This design comes from an exercise in tuning for small area, a short achievable clock period and few clock cycles on the open sky130 flow, not from production work. The RTL was checked by simulation tests, not by an equivalence proof against the original design. No activity file was given, so power comes from the tool's default toggle rates.

==> run a: inputs <==
// dec9
module dec9 (
    input  wire       clk,
    input  wire       rst,
    input  wire       req_valid,
    output wire       req_ready,
    input  wire [7:0] req_p,
    input  wire [7:0] req_s,
    input  wire       in_valid,
    output wire       in_ready,
    input  wire [7:0] in_data,
    output wire       out_valid,
    input  wire       out_ready,
    output wire [7:0] out_char,
    output wire       out_last,
    output wire [3:0] out_fault,
    output wire [1:0] out_status,
    output wire       out_sign,
    output wire [6:0] out_intg,
    output wire [6:0] out_frac,
    output wire [3:0] out_len
);
make LEC_CHECK=0 CAP_MARGIN=20 CORE_MARGIN=2 CORE_UTILIZATION=65 SLEW_MARGIN=20 finish   # period 12.0 ns
run.sh (not shown) runs the stock make flow with config.mk's settings and CLKGATE_MAP_FILE= SYNTH_SCRIPT=/design/flow/synth_recipe.tcl, a recipe that flattens the netlist after the stock synthesis.
==> inputs of run b, as changes to run a <==
--- a/flow/design.v
+++ b/flow/design.v
@@ -32,12 +32,13 @@
     localparam P_IDLE = 0;
     localparam P_S0   = 1;     
     localparam P_S1   = 2;     
     localparam P_S2   = 3;     
     localparam P_S3   = 4;     
     localparam P_READ = 5;     
+    localparam P_S1B  = 6;     
     localparam [2:0] K_IP   = 3'd0;   
     localparam [2:0] K_IF   = 3'd1;   
     localparam [2:0] K_FF   = 3'd2;   
     localparam [2:0] K_FP   = 3'd3;   
     localparam [2:0] K_NONE = 3'd4;   
     localparam [1:0] NX_REC = 2'd0;   
@@ -73,44 +74,102 @@
         reg [13:0] m;
         begin
             m = {6'd0, v} * 14'd57;        
             div9 = m[13:9];
         end
     endfunction
-    function [3:0] mod9(input [7:0] v);
-        reg [4:0] t;                       
-        begin
-            t = {3'd0, v[7:6]} + {2'd0, v[2:0]} + (5'd9 - {2'd0, v[5:3]});
-            if (t >= 5'd18)
-                t = t - 5'd18;
-            else if (t >= 5'd9)
-                t = t - 5'd9;
-            mod9 = t[3:0];
-        end
+    function [6:0] bcd6(input [5:0] v);
+        case (v)
+            6'd0: bcd6 = 7'h00;
+            6'd1: bcd6 = 7'h01;
+            6'd2: bcd6 = 7'h02;
+            6'd3: bcd6 = 7'h03;
+            6'd4: bcd6 = 7'h04;
+            6'd5: bcd6 = 7'h05;
+            6'd6: bcd6 = 7'h06;
+            6'd7: bcd6 = 7'h07;
+            6'd8: bcd6 = 7'h08;
+            6'd9: bcd6 = 7'h09;
+            6'd10: bcd6 = 7'h10;
+            6'd11: bcd6 = 7'h11;
+            6'd12: bcd6 = 7'h12;
+            6'd13: bcd6 = 7'h13;
+            6'd14: bcd6 = 7'h14;
+            6'd15: bcd6 = 7'h15;
+            6'd16: bcd6 = 7'h16;
+            6'd17: bcd6 = 7'h17;
+            6'd18: bcd6 = 7'h18;
+            6'd19: bcd6 = 7'h19;
+            6'd20: bcd6 = 7'h20;
+            6'd21: bcd6 = 7'h21;
+            6'd22: bcd6 = 7'h22;
+            6'd23: bcd6 = 7'h23;
+            6'd24: bcd6 = 7'h24;
+            6'd25: bcd6 = 7'h25;
+            6'd26: bcd6 = 7'h26;
+            6'd27: bcd6 = 7'h27;
+            6'd28: bcd6 = 7'h28;
+            6'd29: bcd6 = 7'h29;
+            6'd30: bcd6 = 7'h30;
+            6'd31: bcd6 = 7'h31;
+            6'd32: bcd6 = 7'h32;
+            6'd33: bcd6 = 7'h33;
+            6'd34: bcd6 = 7'h34;
+            6'd35: bcd6 = 7'h35;
+            6'd36: bcd6 = 7'h36;
+            6'd37: bcd6 = 7'h37;
+            6'd38: bcd6 = 7'h38;
+            6'd39: bcd6 = 7'h39;
+            6'd40: bcd6 = 7'h40;
+            6'd41: bcd6 = 7'h41;
+            6'd42: bcd6 = 7'h42;
+            6'd43: bcd6 = 7'h43;
+            6'd44: bcd6 = 7'h44;
+            6'd45: bcd6 = 7'h45;
+            6'd46: bcd6 = 7'h46;
+            6'd47: bcd6 = 7'h47;
+            6'd48: bcd6 = 7'h48;
+            6'd49: bcd6 = 7'h49;
+            6'd50: bcd6 = 7'h50;
+            6'd51: bcd6 = 7'h51;
+            6'd52: bcd6 = 7'h52;
+            6'd53: bcd6 = 7'h53;
+            6'd54: bcd6 = 7'h54;
+            6'd55: bcd6 = 7'h55;
+            6'd56: bcd6 = 7'h56;
+            6'd57: bcd6 = 7'h57;
+            6'd58: bcd6 = 7'h58;
+            6'd59: bcd6 = 7'h59;
+            6'd60: bcd6 = 7'h60;
+            6'd61: bcd6 = 7'h61;
+            6'd62: bcd6 = 7'h62;
+            6'd63: bcd6 = 7'h63;
+            default: bcd6 = 7'h00;
+        endcase
     endfunction
     function [35:0] dab(input [35:0] b, input bit_in);
         integer i;
         reg [35:0] t;
         begin
             t = b;
             for (i = 0; i < 9; i = i + 1)
                 if (b[4*i +: 4] >= 4'd5)
                     t[4*i +: 4] = b[4*i +: 4] + 4'd3;
             dab = {t[34:0], bit_in};
         end
     endfunction
-    reg  [30:0] mem [0:7];
+    reg  [29:0] mem [0:7];
     reg  [2:0]  wp;           
     reg  [2:0]  wp_c;         
     reg  [2:0]  rp;           
     reg  [3:0]  used;         
     reg  [3:0]  avail;        
     reg         rq_v;
     reg  [7:0]  p_r, s_r;
     assign req_ready = !rq_v;
-    reg  [5:0]  ps;
+    reg  [6:0]  ps;
     reg         bad_r;
     reg         in_rdy;        
     reg         cap_first;     
     reg  [7:0]  p_left;        
     reg  [7:0]  skip_left;     
     reg         n_ip;
@@ -129,13 +188,12 @@
     reg         d_w3;          
     reg         d_abz;         
     reg  [31:0] fr;            
     reg         c_gt, c_eq;    
     reg         c_z;           
     reg         scaling;
-    reg  [3:0]  sc_k;
     reg         b_v;           
     reg  [7:0]  x;
     reg         bn_r;          
     reg  [1:0]  status_r;
     reg         sign_r;
     reg  [6:0]  intg_r;
@@ -146,23 +204,25 @@
     reg  [3:0]  q_fault;
     reg  [1:0]  q_status;
     reg         q_sign;
     reg  [6:0]  q_intg;
     reg  [6:0]  q_frac;
     reg  [3:0]  q_len;
+    wire [7:0]  i0x_w = p_r - {skip_left[4:0], 3'b000} - {3'd0, skip_left[4:0]};
+    wire [7:0]  f0x_w = s_r - {p_left[4:0], 3'b000} - {3'd0, p_left[4:0]};
     wire [4:0]  intg0 = skip_left[4:0];
     wire [4:0]  frac0 = p_left[4:0];
     wire [5:0]  intg1 = {1'b0, intg0} + (intg0x_r != 4'd0 ? 6'd1 : 6'd0);
     wire [5:0]  frac1 = {1'b0, frac0} + (frac0x_r != 4'd0 ? 6'd1 : 6'd0);
-    wire [7:0]  lsize = {1'b0, intg0, 2'b00} + {5'd0, dig2bytes(intg0x_r)}
-                      + {1'b0, frac0, 2'b00} + {5'd0, dig2bytes(frac0x_r)};
+    wire [7:0]  ls_grp = {1'b0, intg0 + frac0, 2'b00};
+    wire [3:0]  ls_lft = {1'b0, dig2bytes(intg0x_r)} + {1'b0, dig2bytes(frac0x_r)};
     wire        overflow = intg1 > 6'd9;
     wire        truncate = !overflow && (intg1 + frac1 > 6'd9);
     wire [7:0]  ovf_skip = {5'd0, dig2bytes(intg0x_r)} + {1'b0, intg0 - 5'd9, 2'b00};
     wire [3:0]  trunc_ff = 4'd9 - intg1[3:0];
-    wire [7:0]  pl_lsize = fr[7:0];
+    wire [7:0]  pl_lsize = fr[7:0] + {4'd0, fr[25:22]};
     wire [7:0]  pl_skip  = fr[15:8];
     wire        pl_ovf   = fr[16];
     wire        pl_trunc = fr[17];
     wire [3:0]  pl_tff   = fr[21:18];
     wire [2:0] kind = n_ip           ? K_IP :
                       (n_if != 4'd0) ? K_IF :
@@ -184,18 +244,16 @@
     wire       z_out      = z_in && (x == 8'd0);
     wire       fbad       = gt_out || eq_out;
     wire       elide      = (len_r == 4'd0) && z_out && ((d_kind == K_IP[1:0]) || (d_kind == K_IF[1:0]));
     wire [31:0] fval      = {fr[23:0], x};
     wire       f_end      = adv_b && d_fld && d_last && !bn_r;
     wire       b_push     = f_end && !fbad && !elide && (d_kind != K_FP[1:0]);
-    wire       sc_push    = scaling && (sc_k == 4'd0) && (used != DEPTH);
+    wire       sc_push    = scaling && (frac0x_r == 4'd0) && (used != DEPTH);
     wire       push       = b_push || sc_push;
     wire       wr_slot    = f_end || sc_push;
-    wire [5:0]  wr_top    = scaling ? fr[29:24] : fr[21:16];
-    wire [35:0] wr_bcd    = dab(dab(dab({33'd0, wr_top[5:3]}, wr_top[2]), wr_top[1]), wr_top[0]);
-    wire [30:0] wr_data   = {wr_bcd[6:0], scaling ? fr[23:0] : fval[23:0]};
+    wire [29:0] wr_data   = scaling ? fr[29:0] : fval[29:0];
     wire       take_byte  = in_valid && in_rdy;
     wire       parse_done = ps[P_READ] && (p_left == 8'd0) && !b_v && !scaling;
     wire [3:0] fin_fault  = bad_r                  ? F_BADPARAM :
                             bn_r                   ? F_BADNUMBER :
                             (len_r == 4'd0)        ? F_EMPTYDIGITS :
                             range_err              ? F_GROUPRANGE : F_NONE;
@@ -279,24 +337,24 @@
     wire push_est = adv_b && d_fld && d_last && (d_kind != K_FP[1:0]);
     wire room_n   = ({1'b0, used} + {4'd0, push_est} + {4'd0, take_byte}) <= {1'b0, DEPTH - 4'd1};
     wire drain    = ps[P_READ] && primed &&
                     (bn_r || ((kind == K_NONE) && (b_v || take_byte || !d_fld)));
     always @(posedge clk) begin
         if (rst) begin
-            ps      <= 6'd1 << P_IDLE;
+            ps      <= 7'd1 << P_IDLE;
             rq_v    <= 1'b0;
             in_rdy  <= 1'b0;
             b_v     <= 1'b0;
             scaling <= 1'b0;
             q_v     <= 1'b0;
         end else begin
             in_rdy <= rd_n && pl_nz_n && (room_n || drain);
             b_v    <= take_byte;
             if (req_valid && !rq_v)
                 rq_v <= 1'b1;
-            if (ps[P_S1])
+            if (ps[P_S1B])
                 rq_v <= 1'b0;
             if (start_rec)
                 q_v <= 1'b0;
             if (finish)
                 q_v <= 1'b1;
             if (ps[P_IDLE] && rq_v) begin
@@ -305,25 +363,29 @@
             end
             if (ps[P_S0]) begin
                 ps[P_S0] <= 1'b0;
                 ps[P_S1] <= 1'b1;
             end
             if (ps[P_S1]) begin
-                ps[P_S1] <= 1'b0;
-                ps[P_S2] <= 1'b1;
+                ps[P_S1]  <= 1'b0;
+                ps[P_S1B] <= 1'b1;
+            end
+            if (ps[P_S1B]) begin
+                ps[P_S1B] <= 1'b0;
+                ps[P_S2]  <= 1'b1;
             end
             if (ps[P_S2]) begin
                 ps[P_S2] <= 1'b0;
                 ps[P_S3] <= 1'b1;
             end
             if (ps[P_S3]) begin
                 ps[P_S3]   <= 1'b0;
                 ps[P_READ] <= 1'b1;
             end
             if (scaling) begin
-                if (sc_k == 4'd0 && used != DEPTH)
+                if (frac0x_r == 4'd0 && used != DEPTH)
                     scaling <= 1'b0;
             end else if (adv_b && d_fld && d_last && !bn_r && !fbad && d_kind == K_FP[1:0]) begin
                 scaling <= 1'b1;
             end
             if (finish) begin
                 ps[P_READ] <= 1'b0;
@@ -373,26 +435,28 @@
             bad_r <= (p_r == 8'd0) || (s_r > p_r);
             p_r   <= p_r - s_r;
         end
         if (ps[P_S1]) begin
             skip_left <= {3'd0, div9(p_r)};
             p_left    <= {3'd0, div9(s_r)};
-            intg0x_r  <= mod9(p_r);
-            frac0x_r  <= mod9(s_r);
             intg_r    <= p_r[6:0];
             frac_r    <= s_r[6:0];
             bn_r      <= 1'b0;
             len_r     <= 4'd0;
             range_err <= 1'b0;
             cap_first <= 1'b1;
             primed    <= 1'b0;
             fbyte     <= 2'd0;
             fr        <= 32'd0;
         end
+        if (ps[P_S1B]) begin
+            intg0x_r <= i0x_w[3:0];
+            frac0x_r <= f0x_w[3:0];
+        end
         if (ps[P_S2]) begin
-            fr <= {11'd0, trunc_ff, truncate, overflow, ovf_skip, lsize};
+            fr <= {6'd0, ls_lft, trunc_ff, truncate, overflow, ovf_skip, ls_grp};
         end
         if (ps[P_S3]) begin
             fr <= 32'd0;
             if (bad_r) begin
                 p_left    <= 8'd0;
                 skip_left <= 8'd0;
@@ -431,15 +495,15 @@
                     status_r  <= ST_OK;
                 end
             end
         end
         if (ps[P_READ]) begin
             if (scaling) begin
-                if (sc_k != 4'd0) begin
-                    fr   <= {fr[28:0], 3'b000} + {fr[30:0], 1'b0};
-                    sc_k <= sc_k - 4'd1;
+                if (frac0x_r != 4'd0) begin
+                    fr       <= {fr[28:0], 3'b000} + {fr[30:0], 1'b0};
+                    frac0x_r <= frac0x_r - 4'd1;
                 end else if (used != DEPTH) begin
                     len_r <= len_r + 4'd1;
                     if (fr > GMAX)
                         range_err <= 1'b1;
                 end
             end else if (adv_b && d_fld) begin
@@ -450,13 +514,13 @@
                     fr <= 32'd0;
                     if (!bn_r) begin
                         if (fbad) begin
                             bn_r <= 1'b1;
                         end else if (d_kind == K_FP[1:0]) begin
                             fr   <= fval;
-                            sc_k <= 4'd9 - frac0x_r;
+                            frac0x_r <= 4'd9 - frac0x_r;    
                         end else if (elide) begin
                             intg_r <= intg_r - ((d_kind == K_IP[1:0]) ? {3'd0, intg0x_r} : 7'd9);
                         end else begin
                             len_r <= len_r + 4'd1;
                         end
                     end
@@ -471,14 +535,14 @@
             q_sign   <= sign_r;
             q_intg   <= intg_r;
             q_frac   <= frac_r;
             q_len    <= len_r;
         end
     end
-    wire [30:0] rd = mem[rp];
-    wire [35:0] c0 = {29'd0, rd[30:24]};
+    wire [29:0] rd = mem[rp];
+    wire [35:0] c0 = {29'd0, bcd6(rd[29:24])};
     wire [35:0] c3 = dab(dab(dab(cbcd, c_nb[2]), c_nb[1]), c_nb[0]);
     reg  [2:0]  nb_next;
     always @(*) begin
         case (c_cnt[2:0])
             3'd0:    nb_next = rd[20:18];       
             3'd7:    nb_next = rd[17:15];
==> flow/flow/run.sh (new file) <==
#!/bin/bash
# The standard layout (the standard.sh: ORFS synthesis to finish), with
# the port buffers made of buf_2 cells in place of the default pick, and
# ORFS's timing repair aiming past the clock period (slack margin).
set -euo pipefail
export BUFFER_PORTS_ARGS="-buffer_cell sky130_fd_sc_hd__buf_2"
export SETUP_SLACK_MARGIN=8.4
bash standard.sh > standard.log 2>&1
==> flow/standard.sh (new file) <==
#!/bin/bash
# synth_recipe.tcl (not shown) runs the flow's synth.tcl, then flattens the netlist and writes it again
# the make line also repeats each setting of config.mk as NAME=value (left out here)
make -C /OpenROAD-flow-scripts/flow DESIGN_CONFIG=/design/flow/config.mk WORK_HOME=/design/flow/orfs CLKGATE_MAP_FILE= SYNTH_SCRIPT=/design/flow/synth_recipe.tcl "${@:-finish}"
Settings changed: CTS_CLUSTER_DIAMETER set to 120, CTS_CLUSTER_SIZE set to 26.
removed: flow/run.sh
==> qor.txt <==
status: complete, no violations
first-pass GRT wire length: 135000 µm
crit path launch: scaling$_SDFF_PP0_
critical path type: flip-flop to flip-flop
die span in x: 230 µm
ClkCell Share: 5.33%
Seq/total area: 42.8%
clk_skew: 0.0406 ns
Post-Synth XOR/XNOR Area: 3.81%
comb pwr: 1.90 mW
Pwr Density: 171 nW/µm²
clock buffers: 74
largest net degree at the start of global routing: 48
mux share of post-synthesis cell area: 8.98%
post-synthesis simple-gate area fraction: 11.1%
# the run above: run a

==> qor.txt <==
ClkCell Share: 2.11%
comb pwr: 2.41 mW
first-pass GRT wire length: 125000 µm
Post-Synth XOR/XNOR Area: 4.36%
Seq/total area: 44.4%
largest net degree at the start of global routing: 58
critical path type: flip-flop to output port
status: complete, no violations
mux share of post-synthesis cell area: 9.18%
# the run above: run b

Testbench counts of run a, summed over its fixed seeds: cycles 91,038.
Testbench counts of run b, summed over its fixed seeds: cycles 91,325.

==> static timing again, ports no longer ideal <==
The flow's constraints put no driver on any port. The routed layouts listed below were extracted and timed again, unchanged, in two steps.
Step 1 (the two cells are an assumption about what drives the block):
set clk [get_ports {clk}]
set_driving_cell -lib_cell sky130_fd_sc_hd__clkbuf_16 $clk
set_driving_cell -lib_cell sky130_fd_sc_hd__buf_2 [delete_from_list [all_inputs] $clk]
Step 2 also shifts input and output timing later by t, the mid clock arrival at the registers, as if the neighbouring blocks saw the same clock.
a / b / c = no drivers / after step 1 / after step 2; a / b = the first two.
run	shift t [ns]	slack for setup (ns)	worst setup path at the end
run a	0.696	7.487 / 7.487 / 7.487	register to register
run b	0.647	8.387 / 8.326 / 8.018	input to register
After both steps every run listed still meets setup and hold. For run b, which loses most, drivers alone change the setup slack by -0.061 ns; drivers and shift together by -0.369 ns.
